From an optimization exercise on the open Yosys and OpenROAD flow, aimed at small area; shortcuts taken in it are not production practice. The RTL was checked by simulation tests, not by an equivalence proof against the original design. Power and IR drop assume default switching activity.

Setup of main:
## colmux_scan
module colmux_scan(clk_scan, rst_scan_n, row_i, wave_i, ack_t_i, ser_o, srclk_o, rclk_o, sstat_o, req_t_o, bundle_o);
For scale: ~230 flip-flops, roughly 75 I/O pins, about 9200 um^2 of cells after synthesis.
export LEC_CHECK = 0
export ABC_AREA = 1
export CAP_MARGIN = 20
export CORE_MARGIN = 2
export CORE_UTILIZATION = 40
export SLEW_MARGIN = 20
create_clock -name core_clock -period 10.0 [get_ports {clk_scan}]
standard.sh (not shown) runs the stock make flow with config.mk's settings and CLKGATE_MAP_FILE= SYNTH_SCRIPT=/design/flow/synth_recipe.tcl, a recipe that flattens the netlist after the stock synthesis.
==> flow/flow/run.sh <==
#!/bin/bash
# Standard layout, with a leaner clock tree (larger sink clusters, no dummy
# loads) and the smallest buffer on each port. Logs: flow.log and orfs/logs/.
set -euo pipefail
bash standard.sh \
  "CTS_ARGS=-sink_clustering_enable -repair_clock_nets -sink_clustering_size 16 -sink_clustering_max_diameter 60 -buf_list sky130_fd_sc_hd__clkbuf_8 -dont_use_dummy_load" \
  "BUFFER_PORTS_ARGS=-buffer_cell sky130_fd_sc_hd__buf_1" \
  finish > flow.log 2>&1
main did not stop at any stage, and its layout met the timing, DRC and antenna checks.
Input changes introduced in the feature branch (baseline for comparison: main):
==> flow/flow/run.sh <==
#!/bin/bash
# Standard layout, with a leaner clock tree (larger sink clusters, no dummy
# loads) and the smallest buffer on each port. Logs: flow.log and orfs/logs/.
set -euo pipefail
bash standard.sh \
  "CTS_ARGS=-sink_clustering_enable -repair_clock_nets -sink_clustering_size 10 -sink_clustering_max_diameter 50 -buf_list sky130_fd_sc_hd__clkbuf_4 -dont_use_dummy_load" \
  "BUFFER_PORTS_ARGS=-buffer_cell sky130_fd_sc_hd__buf_1" \
  finish > flow.log 2>&1
## What came out
- Clock buffer instance count of the final layout sits higher in the feature branch than in main.
- The feature branch vs main, layout net count went up by 10.
- Sequential power: main vs the feature branch, no meaningful difference
- The feature branch — maximum resistive drop on vdd about 25% lower, main as reference
- Compared with main, in the feature branch design area now sits lower, final worst slack moved down, non-clock inverter instance count of the final layout roughly the same, final cell count went up 1.0%.


The RTL this note starts from:
==> flow/design.v <==
module colmux_nt_col (
    input  wire [5:0]  idx,
    output reg  [31:0] code
);
    always @(*) begin
        case (idx)
            6'd0 : code = 32'h4302CF5C;  
            6'd1 : code = 32'h430A970A;  
            6'd2 : code = 32'h4312D47B;  
            6'd3 : code = 32'h431B8F5C;  
            6'd4 : code = 32'h4324CF5C;  
            6'd5 : code = 32'h432E9C29;  
            6'd6 : code = 32'h43390000;  
            6'd7 : code = 32'h43440000;  
            6'd8 : code = 32'h434FA666;  
            6'd9 : code = 32'h435C0000;  
            6'd10: code = 32'h4369147B;  
            6'd11: code = 32'h4376F0A4;  
            6'd12: code = 32'h4502D000;  
            6'd15: code = 32'h00000000;  
            6'd16: code = 32'h4382D0A4;  
            6'd17: code = 32'h438A970A;  
            6'd18: code = 32'h4392D47B;  
            6'd19: code = 32'h439B90A4;  
            6'd21: code = 32'h43AE9D71;  
            6'd22: code = 32'h43B8FEB8;  
            6'd23: code = 32'h43C40000;  
            6'd24: code = 32'h43CFA666;  
            6'd25: code = 32'h43DC0000;  
            6'd26: code = 32'h43E9147B;  
            6'd27: code = 32'h43F6F0A4;  
            6'd32: code = 32'h4402D000;  
            6'd33: code = 32'h440A97AE;  
            6'd34: code = 32'h4412D51F;  
            6'd35: code = 32'h441B9000;  
            6'd36: code = 32'h4424D0A4;  
            6'd37: code = 32'h442E9D71;  
            6'd38: code = 32'h4438FF5C;  
            6'd39: code = 32'h4443FF5C;  
            6'd40: code = 32'h444FA70A;  
            6'd41: code = 32'h445C0000;  
            6'd42: code = 32'h4469151F;  
            6'd43: code = 32'h4476F148;  
            6'd48: code = 32'h4482D000;  
            6'd49: code = 32'h448A975C;  
            6'd50: code = 32'h4492D51F;  
            6'd51: code = 32'h449B9052;  
            6'd52: code = 32'h44A4D052;  
            6'd53: code = 32'h44AE9D1F;  
            6'd54: code = 32'h44B8FF5C;  
            6'd55: code = 32'h44C3FF5C;  
            6'd56: code = 32'h44CFA70A;  
            6'd57: code = 32'h44DC0000;  
            6'd58: code = 32'h44E9151F;  
            6'd59: code = 32'h44F6F0F6;  
            default: code = 32'h00000000;
        endcase
    end
endmodule
module colmux_scan (
    input  wire        clk_scan,
    input  wire        rst_scan_n,    
    input  wire [4:0]  row_i,         
    input  wire [2:0]  wave_i,        
    input  wire        ack_t_i,       
    output wire        ser_o,
    output wire        srclk_o,
    output wire        rclk_o,
    output wire [15:0] sstat_o,
    output wire        req_t_o,       
    output wire [43:0] bundle_o       
);
    localparam [3:0] PH_RST     = 4'h0,
                     PH_LOAD    = 4'h1,
                     PH_DLOW    = 4'h2,
                     PH_DHIGH   = 4'h3,
                     PH_L1LOW   = 4'h4,
                     PH_L1HIGH  = 4'h5,
                     PH_L2LOW   = 4'h6,
                     PH_L2HIGH  = 4'h7,
                     PH_SAMPLE  = 4'h8,
                     PH_EVAL    = 4'h9,
                     PH_PUBLISH = 4'hA;
    localparam [5:0] IDX_NONE = 6'd15;    
    localparam [5:0] IDX_R4   = 6'd12;    
    reg [3:0]  phase;
    reg [3:0]  col;
    reg [3:0]  bitn;
    reg [1:0]  tcnt;
    reg        ser_q, srclk_q, rclk_q;
    reg [4:0]  rs1, rs2, rs3;             
    reg [5:0]  note;
    reg        gate;
    reg [7:0]  pseq;
    reg        fresh;                     
    reg        req_t;
    reg [17:0] src_buf;                   
    reg        pend;
    reg [17:0] pend_buf;
    reg        ack_s1, ack_s2;
    reg [35:0] ring0, ring1, ring2, ring3;
    reg [2:0]  c40;                       
    wire busy = (req_t != ack_s2);
    wire eval = (phase == PH_EVAL);
    wire pub  = (phase == PH_PUBLISH);
    wire col0 = (col == 4'd0);
    wire [2:0] cur0 = fresh ? 3'b000 : ring0[2:0];
    wire [2:0] cur1 = fresh ? 3'b000 : ring1[2:0];
    wire [2:0] cur2 = fresh ? 3'b000 : ring2[2:0];
    wire [2:0] cur3 = fresh ? 3'b000 : ring3[2:0];
    wire [2:0] cur4 = (fresh | ~col0) ? 3'b000 : c40;
    wire [14:0] cur = {cur4, cur3, cur2, cur1, cur0};
    wire [4:0]  samp = {rs3[4] & col0, rs3[3:0]};
    reg  [4:0]  fire;
    reg  [14:0] nxt;
    reg  [4:0]  press, rel;
    reg  [5:0]  n1;
    reg         m;
    integer     r;
    function [5:0] idx_of(input integer rr, input [3:0] cc);
        begin
            if (rr == 4)
                idx_of = IDX_R4;
            else if (rr == 1 && cc == 4'd4)
                idx_of = {2'd0, cc};
            else
                idx_of = {rr[1:0], cc};
        end
    endfunction
    always @(*) begin
        for (r = 0; r < 5; r = r + 1) begin
            fire[r] = (samp[r] != cur[3*r+2]) & cur[3*r+1];
            nxt[3*r+2] = cur[3*r+2] ^ fire[r];
            if (samp[r] == cur[3*r+2] || cur[3*r+1])
                nxt[3*r +: 2] = 2'b00;
            else
                nxt[3*r +: 2] = {cur[3*r], 1'b1};
        end
        press = fire & samp;
        rel   = fire & ~samp;
        n1 = note;
        for (r = 0; r < 5; r = r + 1)
            if (press[r]) n1 = idx_of(r, col);
        m = 1'b0;
        for (r = 0; r < 5; r = r + 1)
            if (rel[r] && idx_of(r, col) == n1) m = 1'b1;
    end
    always @(posedge clk_scan) begin
        if (eval) begin
            ring0 <= {nxt[2:0],   ring0[35:3]};
            ring1 <= {nxt[5:3],   ring1[35:3]};
            ring2 <= {nxt[8:6],   ring2[35:3]};
            ring3 <= {nxt[11:9],  ring3[35:3]};
            if (col0) c40 <= nxt[14:12];
        end
    end
    always @(posedge clk_scan) begin
        rs1 <= row_i;
        rs2 <= rs1;
        rs3 <= rs2;      
    end
    always @(posedge clk_scan) begin
        case (phase)
            PH_LOAD: begin
                bitn <= 4'd15;
                tcnt <= 2'd2;
            end
            PH_DLOW, PH_L1LOW, PH_L1HIGH, PH_L2LOW, PH_L2HIGH: begin
                tcnt <= (tcnt != 2'd0) ? tcnt - 1'b1 : 2'd2;
            end
            PH_DHIGH: begin
                tcnt <= (tcnt != 2'd0) ? tcnt - 1'b1 : 2'd2;
                if (tcnt == 2'd0) bitn <= bitn - 1'b1;
            end
            default: ;
        endcase
    end
    always @(posedge clk_scan or negedge rst_scan_n) begin
        if (!rst_scan_n) begin
            phase   <= PH_RST;
            col     <= 4'd0;
            ser_q   <= 1'b1;
            srclk_q <= 1'b1;
            rclk_q  <= 1'b1;
            note    <= IDX_NONE;
            gate    <= 1'b0;
            pseq    <= 8'h0;
            fresh   <= 1'b1;
        end else begin
            case (phase)
                PH_RST: begin
                    phase <= PH_LOAD;
                end
                PH_LOAD: begin
                    ser_q   <= 1'b0;
                    srclk_q <= 1'b0;
                    phase   <= PH_DLOW;
                end
                PH_DLOW: begin
                    if (tcnt == 2'd0) begin
                        srclk_q <= 1'b1;
                        phase   <= PH_DHIGH;
                    end
                end
                PH_DHIGH: begin
                    if (tcnt == 2'd0) begin
                        if (bitn != 4'd0) begin
                            ser_q   <= (bitn - 1'b1 == col);
                            srclk_q <= 1'b0;
                            phase   <= PH_DLOW;
                        end else begin
                            ser_q  <= 1'b1;
                            rclk_q <= 1'b0;
                            phase  <= PH_L1LOW;
                        end
                    end
                end
                PH_L1LOW, PH_L1HIGH, PH_L2LOW: begin
                    if (tcnt == 2'd0) begin
                        rclk_q <= ~rclk_q;
                        phase  <= phase + 1'b1;
                    end
                end
                PH_L2HIGH: begin
                    if (tcnt == 2'd0) phase <= PH_SAMPLE;
                end
                PH_SAMPLE: begin
                    phase <= PH_EVAL;
                end
                PH_EVAL: begin
                    note <= n1;
                    gate <= (gate | (|press)) & ~m;
                    pseq <= pseq + {7'd0, |press};
                    if (col == 4'd11) begin
                        phase <= PH_PUBLISH;
                        fresh <= 1'b0;
                    end else begin
                        col   <= col + 1'b1;
                        phase <= PH_LOAD;
                    end
                end
                PH_PUBLISH: begin
                    col   <= 4'd0;
                    phase <= PH_LOAD;
                end
                default: ;
            endcase
        end
    end
    wire [2:0]  wave_cl = (wave_i > 3'd4) ? 3'd4 : wave_i;
    wire [17:0] bundle  = {pseq, wave_cl, gate, note};
    always @(posedge clk_scan) begin
        if (pub && busy) pend_buf <= bundle;
    end
    always @(posedge clk_scan or negedge rst_scan_n) begin
        if (!rst_scan_n) begin
            ack_s1  <= 1'b0;
            ack_s2  <= 1'b0;
            req_t   <= 1'b0;
            src_buf <= {8'h0, 3'd0, 1'b0, IDX_NONE};
            pend    <= 1'b0;
        end else begin
            ack_s1 <= ack_t_i;
            ack_s2 <= ack_s1;
            if (pub && !busy) begin             
                src_buf <= bundle;
                req_t   <= ~req_t;
                pend    <= 1'b0;
            end else if (pub && busy) begin     
                pend    <= 1'b1;
            end else if (!busy && pend) begin   
                src_buf <= pend_buf;
                req_t   <= ~req_t;
                pend    <= 1'b0;
            end
        end
    end
    wire [31:0] note_code;
    colmux_nt_col u_nt (.idx(src_buf[5:0]), .code(note_code));
    assign ser_o    = ser_q;
    assign srclk_o  = srclk_q;
    assign rclk_o   = rclk_q;
    assign req_t_o  = req_t;
    assign bundle_o = {src_buf[17:6], note_code};
    assign sstat_o  = {3'b000, req_t, 1'b0, pend, busy, gate, col, phase};
endmodule
Settings: LEC_CHECK=0, CAP_MARGIN=20, CORE_MARGIN=2, CORE_UTILIZATION=40, CTS_BUF_LIST=sky130_fd_sc_hd__clkbuf_2 sky130_fd_sc_hd__clkbuf_4 sky130_fd_sc_hd__clkbuf_8, CTS_CLUSTER_SIZE=20, SLEW_MARGIN=20; clock period 10.0 ns.
run.sh (not shown) runs the stock make flow with config.mk's settings and CLKGATE_MAP_FILE= SYNTH_SCRIPT=/design/flow/synth_recipe.tcl, a recipe that flattens the netlist after the stock synthesis.
Stock flow here: none of the scripts above is used.
The starting point completed without violations.
Next try:
CTS_BUF_LIST = sky130_fd_sc_hd__clkbuf_4   (was sky130_fd_sc_hd__clkbuf_2 sky130_fd_sc_hd__clkbuf_4 sky130_fd_sc_hd__clkbuf_8)
CTS_CLUSTER_SIZE = unset   (was 20)
After rerunning:
- cell area barely changes
- sequential cell count is unchanged
- global-route usage grows by 0.20 points
- setup slack loses 180 ps
- synthesized cell count stays the same
- maximum frequency shrinks by 3.3%
- power shrinks by 1.5%
- utilization is about the same
Next try:
CTS_BUF_LIST = unset   (was sky130_fd_sc_hd__clkbuf_4)
The changed run completed without violations.
Flip-flop and latch count does not change.
Wire length falls by 1.7%.
Design area stays flat.
Core utilization barely changes.
Clock-buffer cell count goes down by 55.
Total power is higher by 2.9%.
Synthesized area is unchanged.
Via count fell by 3.3%.
Final cell count came out lower by 5.7%.
Non-clock buffer count does not change.

-- port drivers added, routing unchanged --
How much do the figures lean on ideal ports? The routed layouts below were timed once more, with nothing changed but the port constraints. Step 1: set_driving_cell puts a clkbuf_16 on clk_scan and a buf_2 on each other input, an assumption about the parent block. Step 2 times the ports against the registers' clock, not the clock port: input delays grow and output delays shrink by t, the midpoint of the rising clock arrivals with the driver on. Slacks: no drivers / after step 1 / after step 2; pairs: no drivers / after step 1.
| run | shift t [ns] | setup slack, ns | latest minus earliest clock arrival (ns) |
|---|---|---|---|
| main | 0.517 | 4.964 / 4.926 / 5.443 | 0.054 / 0.054 |
| the feature branch | 0.664 | 4.808 / 4.771 / 5.435 | 0.043 / 0.042 |
| the first run of note 2 | 0.548 | 4.672 / 4.633 / 5.182 | 0.020 / 0.021 |
| the second run of note 2 | 0.691 | 4.493 / 4.456 / 5.147 | 0.043 / 0.043 |
| the third run of note 2 | 0.551 | 4.648 / 4.604 / 5.155 | 0.020 / 0.020 |
After both steps every run listed still meets setup and hold.
